What follows belongs to an exercise in optimizing a design on an open flow for small area, a short achievable clock period and few clock cycles per item; a production flow would make more cautious choices. In this exercise RTL edits were held to simulation tests only and were not proved equivalent to the original. Power is estimated from default activity; no workload was simulated.

## flow/design.v (module list and top-level ports; edited modules follow where they fit)
// module rtty_coef_rom: 640 lines
// module rtty_mac: 480 lines
// module rtty_baudot_dec: 42 lines
// module rtty_slicer: 168 lines
// module rtty_frame_rx: 53 lines
// module rtty_rx: 37 lines
module rtty_rx (
    input  wire        clk,
    input  wire        rst,
    input  wire        in_valid,
    output wire        in_ready,
    input  wire [15:0] in_sample,
    output wire        bit_valid,
    output wire        bit_value,
    output wire        out_valid,
    output wire [7:0]  out_char,
    output wire        out_unk,
    output wire [15:0] fecnt
);
  // ...
==> flow/run.sh <==
#!/bin/bash
# synth_recipe.tcl (not shown) runs the flow's synth.tcl, then flattens the netlist and writes it again
# the make line also repeats each setting of config.mk as NAME=value (left out here)
make -C /OpenROAD-flow-scripts/flow DESIGN_CONFIG=/design/flow/config.mk WORK_HOME=/design/flow/orfs CLKGATE_MAP_FILE= SYNTH_SCRIPT=/design/flow/synth_recipe.tcl finish
==> flow/config.mk <==
export PLATFORM = sky130hd
export DESIGN_NAME = rtty_rx
export DESIGN_NICKNAME = rtty_rx
export VERILOG_FILES = /design/flow/design.v
export SDC_FILE = /design/flow/constraint.sdc
export NUM_CORES = 4
export LEC_CHECK = 0
export CAP_MARGIN = 20
export CORE_MARGIN = 2
export CORE_UTILIZATION = 40
export SLEW_MARGIN = 50
export SYNTH_MEMORY_MAX_BITS = 65536
==> flow/constraint.sdc <==
create_clock -name core_clock -period 12.0 [get_ports {clk}]
set_input_delay 2.4000 -clock core_clock [delete_from_list [all_inputs] [get_ports {clk}]]
set_output_delay 2.4000 -clock core_clock [all_outputs]
set_load 0.01 [all_outputs]
==> summary.md, run 1 <==
| Metric | Value |
|---|---|
| Vertical die dimension | `367 µm` |
| Mapped cell area | `~0.053 mm²` |
| Root buffer cell | `sky130_fd_sc_hd__clkbuf_16` |
| Commonest non-fill, non-tap cell in the layout | `sky130_fd_sc_hd__dfxtp_1` |
| Total of cells resized after clock tree synthesis | `0` |
| Result of the run | `finished clean` |
| Number of maximum-capacitance constraint violations | `0` |
| Share of final layout cell area taken by clock buffers and inverters | `under 10%` |
| Most used flip-flop cell after synthesis | `sky130_fd_sc_hd__dfxtp_1` |
| Slack of the worst reg-to-reg path | `7.64 ns` |
| Initial cell density of the core | `40.2%` |
| Most utilized layer in the global route result | `met2` |
| Aggregate negative setup slack | `0 ns` |
| Number of nets at the end of the flow | `about 6400` |
| Data required time at the worst endpoint | `12.57 ns` |
| Number of hold violations in the final report | `0` |
| Vias per cell | `6.15` |
| Area of placed instances | `0.0545 mm²` |
| Clock input transition at the sequential cells of the worst setup and hold paths | `about 0.060 ns` |
| Arrival time at the worst endpoint | `4.93 ns` |
| Flop pwr share | `about 36%` |
| Detail Route Antenna Nets | `0` |
| Area share of the largest cell type after synthesis | `~24%` |
| Post-Route M1 WL | `around 100000 µm` |
| Floorplan die area | `0.135 mm²` |
| RSZ-0062 raised after global routing | `no` |
Testbench counts, summed over its fixed seeds: cycles 141,584, items 140,800.
==> inputs of run 2 (changes only) <==
==> flow/flow/run.sh (new file) <==
#!/bin/bash
# Own layout flow: the standard layout (standard.sh), except that the port
# buffers that global placement inserts on every input and output port are
# buf_4 cells instead of the default pick (a delay buffer).
# Each tool writes its full output to a log file in this folder.
set -euo pipefail
export BUFFER_PORTS_ARGS="-buffer_cell sky130_fd_sc_hd__buf_4"
bash standard.sh synth > flow_synth.log 2>&1
bash standard.sh finish > flow_finish.log 2>&1
==> flow/standard.sh (new file) <==
#!/bin/bash
# synth_recipe.tcl (not shown) runs the flow's synth.tcl, then flattens the netlist and writes it again
# the make line also repeats each setting of config.mk as NAME=value (left out here)
make -C /OpenROAD-flow-scripts/flow DESIGN_CONFIG=/design/flow/config.mk WORK_HOME=/design/flow/orfs CLKGATE_MAP_FILE= SYNTH_SCRIPT=/design/flow/synth_recipe.tcl "${@:-finish}"
removed: flow/run.sh
==> run 2 against run 1 <==
Against the previous run:
- still clean
- synthesized area is the same
- critical path depth rose by 1
- die area stayed put
- synthesized cell count unchanged
- via count rose by 0.65%
- sequential power barely moved
- sequential share of layout area about the same
- non-clock buffer count decreased by 13
- largest power group unchanged
- highest routed layer unchanged
==> summary.md, run 2 <==
| Metric | Value |
|---|---|
| Result of the run | `finished clean (unchanged)` |
| IO buf count | `45 (unchanged)` |
| Number of nets at the end of the flow | `6357 (was 6369)` |
| Post-Place Worst Slack | `7.84 ns (was 7.40 ns)` |
| Hold depth | `2 (unchanged)` |
| Final critical-path required period | `4.33 ns (was 4.36 ns)` |
| Final worst clock skew | `0.0457 ns (was 0.0448 ns)` |
| Power per standard cell area | `146 mW/mm² (was 145 mW/mm²)` |
| R2R depth | `10 (was 9)` |
| H-Tree Level Count | `3 (unchanged)` |
| Average instance area after synthesis | `8.87 µm² (unchanged)` |
| Post-CTS Hold Fix Bufs | `0 (unchanged)` |
| EDFF count, synth | `7 (unchanged)` |
| Launch point of the worst reg-to-reg path | `u_slicer.one_sm1[2]$_DFF_P_ (was u_slicer.two_sm1[3]$_DFF_P_)` |
| Vias per cell | `6.20 (was 6.15)` |
| Area share of the largest cell type after synthesis | `24.3% (unchanged)` |
| Site row count | `133 (unchanged)` |
| Floorplan die area | `0.135 mm² (unchanged)` |
| Core Area | `0.131 mm² (unchanged)` |
| Count of state elements after synthesis | `648 (unchanged)` |
| Avg WL per Cell | `33.3 µm (was 33.5 µm)` |
| RSZ-0062 raised after global routing | `no (unchanged)` |
| Kind of capture point of the worst setup path | `register (unchanged)` |
| Number of maximum-capacitance constraint violations | `0 (unchanged)` |
| Max Root-Sink Buffers | `3 (unchanged)` |
| Maximum fanout count along the critical path | `15 (unchanged)` |
| Number of hold violations in the final report | `0 (unchanged)` |
| Data required time at the worst endpoint | `12.59 ns (was 12.57 ns)` |
| Pin count of the biggest net entering global routing | `85 (was 78)` |
| Root buffer cell | `sky130_fd_sc_hd__clkbuf_16 (unchanged)` |
| Slack of the worst reg-to-reg path | `7.67 ns (was 7.64 ns)` |
| Post-synth top cells | `641 x sky130_fd_sc_hd__dfxtp_1, 562 x sky130_fd_sc_hd__inv_1, 535 x sky130_fd_sc_hd__fa_1 (unchanged)` |
| Synth Net Count | `6657 (unchanged)` |
| Arrival time at the worst endpoint | `4.92 ns (was 4.93 ns)` |
| Clock tree from TritonCTS | `done (unchanged)` |
| Leading cell types in the layout, fill and taps excluded | `560 x sky130_fd_sc_hd__inv_1, 560 x sky130_fd_sc_hd__dfxtp_1, 535 x sky130_fd_sc_hd__fa_1 (was 559 x sky130_fd_sc_hd__dfxtp_1, 558 x sky130_fd_sc_hd__inv_1, 535 x sky130_fd_sc_hd__fa_1)` |
| Total gr overflow | `0 (unchanged)` |
| Asr flop ratio synth | `0% (unchanged)` |
| Leakage dissipation | `25.0 nW (about the same)` |
| Count of unresolved DRC violations after routing | `0 (unchanged)` |
| Die Span X | `367 µm (unchanged)` |
| Max-slew headroom at the worst pin | `42.7% (was 41.8%)` |
| Pin slew with the least headroom to its limit | `0.854 ns (was 0.871 ns)` |
| Overall Global Routing Usage | `36.4% (was 37.0%)` |
| Number of setup violations in the final report | `0 (unchanged)` |
| Number of global-route vias before repair | `46500 (about the same)` |
| Final-layout fill cell count | `13000 (about the same)` |
| Mapped cell area | `0.0527 mm² (unchanged)` |
| Most common cell in the synthesized netlist | `sky130_fd_sc_hd__dfxtp_1 (unchanged)` |
| Relative area change from synthesis to final layout | `8.31% (was 8.46%)` |
| Iteration-0 DRC Markers | `6158 (was 5624)` |
| Synth area leader | `sky130_fd_sc_hd__dfxtp_1 (unchanged)` |
| Startpoint of the worst setup timing path | `u_slicer.one_sm1[2]$_DFF_P_ (was u_slicer.two_sm1[3]$_DFF_P_)` |
| Total of cells resized after clock tree synthesis | `0 (unchanged)` |
| Distinct cell type count of the synthesized netlist | `82 (unchanged)` |
| Total Wirelength | `249000 µm (was 251000 µm)` |
| First-pass GRT wire length | `353000 µm (was 357000 µm)` |
| Drt pass-1 iters | `8 (was 7)` |
| Synth area leaders | `sky130_fd_sc_hd__dfxtp_1 24%, sky130_fd_sc_hd__fa_1 20%, sky130_fd_sc_hd__xnor2_1 5.2%, sky130_fd_sc_hd__xor2_1 4.8%, sky130_fd_sc_hd__a22oi_1 4.6% (unchanged)` |
| Combined area of the multi-input logic cells | `0.0357 mm² (was 0.0356 mm²)` |
| Post-CTS setup-driven buffer insertion count | `0 (unchanged)` |
| VDD IR max | `0.117 mV (was 0.107 mV)` |
| Setup Crit Path Kind | `register to register (unchanged)` |
| Crit share post-route | `36.1% (was 36.3%)` |
| Startpoint type of the worst setup path | `register (unchanged)` |
| Count of mapped cells out of synthesis | `5948 (unchanged)` |
| Share of the yosys chip area belonging to registers | `24.7% (unchanged)` |
| Initial cell density of the core | `40.2% (unchanged)` |
| Clock input transition at the sequential cells of the worst setup and hold paths | `0.07 ns (was 0.06 ns)` |
| Number of top-level pins | `48 (unchanged)` |
| Destination of the worst hold path | `u_slicer.cap$_SDFF_PP0_ (unchanged)` |
| Post-route worst setup slack | `7.67 ns (was 7.64 ns)` |
| Footprint of the flip-flops and latches | `0.0132 mm² (about the same)` |
| R2R Path End | `u_slicer.u_ss.c[20]$_DFF_P_ (was u_slicer.u_cs.c[18]$_DFF_P_)` |
| Vertical die dimension | `367 µm (unchanged)` |
| Detail Route Antenna Nets | `0 (unchanged)` |
| Number of antenna violations at the first check in global routing | `24 (was 26)` |
| Detail Placement HPWL | `178000 µm (was 180000 µm)` |
| GP Congestion | `1.13 (was 1.12)` |
| Path category of the worst min-delay check | `register to register (unchanged)` |
| Layout cells sized above 1 | `11.4% (was 10.9%)` |
| Number of buffers created by CTS | `78 (was 77)` |
| Source-to-sink clock delay at the later pin of the worst-skew pair | `0.72 ns (was 0.71 ns)` |
| Most used flip-flop cell after synthesis | `sky130_fd_sc_hd__dfxtp_1 (unchanged)` |
| Number of max-slew violations in the final report | `0 (unchanged)` |
| Peak clock frequency supported by timing | `231 MHz (was 230 MHz)` |
| Count of clock tree sinks | `648 (unchanged)` |
| Via total after detailed routing | `46400 (was 46100)` |
| Yosys Warn Count | `7 (unchanged)` |
| Startpoint of the lowest-slack hold path | `u_slicer.last1$_DFF_P_ (unchanged)` |
| Aggregate negative setup slack | `0 ns (unchanged)` |
[run 2: how the worst max path moves through the flow]
stage                                       end  slack (ns)  depth (start not counted)
floorplan           u_slicer.u_sm.c[20]$_DFF_P_        8.35                         11
global placement    u_slicer.two_cm1[3]$_DFF_P_        7.86                          6
detailed placement  u_slicer.two_cm1[3]$_DFF_P_        7.84                          6
CTS                 u_slicer.u_cs.c[20]$_DFF_P_        7.90                         10
global route        u_slicer.u_ss.c[18]$_DFF_P_        7.51                         11
finish              u_slicer.u_ss.c[20]$_DFF_P_        7.67                         10
[run 2: layout make-up]
| class | count | area share [%] |
|---|---|---|
| Clock inverter | 33 | 0.723 |
| Clock buffer | 105 | 3.90 |
| Antenna cell | 18 | 0.0789 |
| Inverter | 568 | 3.73 |
| Timing Repair Buffer | 161 | 2.18 |
| Multi-Input combinational cell | 4191 | 62.5 |
| Sequential cell | 648 | 23.1 |
| Tap cell | 1755 | 3.84 |
[run 2: cells by family after synthesis]
kind of cell | Yosys count | share of synthesized area, %
xor+xnor | 604 | 10.1
buf+inv | 1109 | 7.98
flops | 648 | 24.7
other cells | 2 | 0.0142
simple gates | 1481 | 14.1
mux | 170 | 3.59
compound gates | 1244 | 15.5
fa+ha+maj | 690 | 24.0
[run 2: through the flow]
step	area, µm²	util [%]	hold WS [ns]	total power, mW	instances
6_report	57100	43.6	0.413	8.34	7479
3_5_place_dp	54300	41.4	0.401	5.89	7321
2_1_floorplan	52700	-	0.404	4.95	5948
4_1_cts	57000	43.4	0.412	8.39	7459
3_3_place_gp	54100	41.3	0.398	5.80	7319
5_1_grt	57100	43.5	0.433	9.02	7463
[run 2: worst max-delay path, stage by stage (launching register included)]
cell	delay [ns]
sky130_fd_sc_hd__dfxtp_1	0.65
sky130_fd_sc_hd__clkinv_1	0.72
sky130_fd_sc_hd__a22oi_1	0.40
sky130_fd_sc_hd__xnor2_1	0.12
sky130_fd_sc_hd__fa_1	0.53
sky130_fd_sc_hd__inv_1	0.06
sky130_fd_sc_hd__fa_1	0.43
sky130_fd_sc_hd__fa_1	0.41
sky130_fd_sc_hd__fa_1	0.39
sky130_fd_sc_hd__inv_1	0.09
sky130_fd_sc_hd__fa_1	0.41
[run 2: power breakdown]
group          internal, mW  leakage (nW)  switching (mW)
logic                  1.21          18.4            1.72
clock network          1.41          1.29            1.05
registers              2.60          5.36           0.353
[run 2: routing by layer]
metal	global-route usage [%]	routed length [µm]	vias up
met2	54.1	106000	3092
li1	-	-	19300
met4	25.8	21000	20
met3	9.74	26000	855
met5	0.356	196	-
met1	45.7	96000	23100

static timing again, ports no longer ideal:
The flow's constraints put no driver on any port. The routed layouts listed below were extracted and timed again, unchanged, in two steps.
Step 1 (the two cells are an assumption about what drives the block):
set clk [get_ports {clk}]
set_driving_cell -lib_cell sky130_fd_sc_hd__clkbuf_16 $clk
set_driving_cell -lib_cell sky130_fd_sc_hd__buf_2 [delete_from_list [all_inputs] $clk]
Step 2 times the ports against the registers' clock, not the clock port: input delays grow and output delays shrink by t, the midpoint of the rising clock arrivals with the driver on.
Three values: no drivers, after step 1, after step 2; two values: the first two.
run | t (ns) | setup WS [ns] | hold WS [ns]
run 1 | 0.775 | 7.644 / 7.644 / 7.370 | 0.423 / 0.423 / 0.423
run 2 | 0.772 | 7.667 / 7.667 / 7.667 | 0.413 / 0.413 / 0.413
After both steps every run listed still meets setup and hold. For run 1, which loses most, drivers alone change the setup slack by 0.000 ns; drivers and shift together by -0.274 ns.
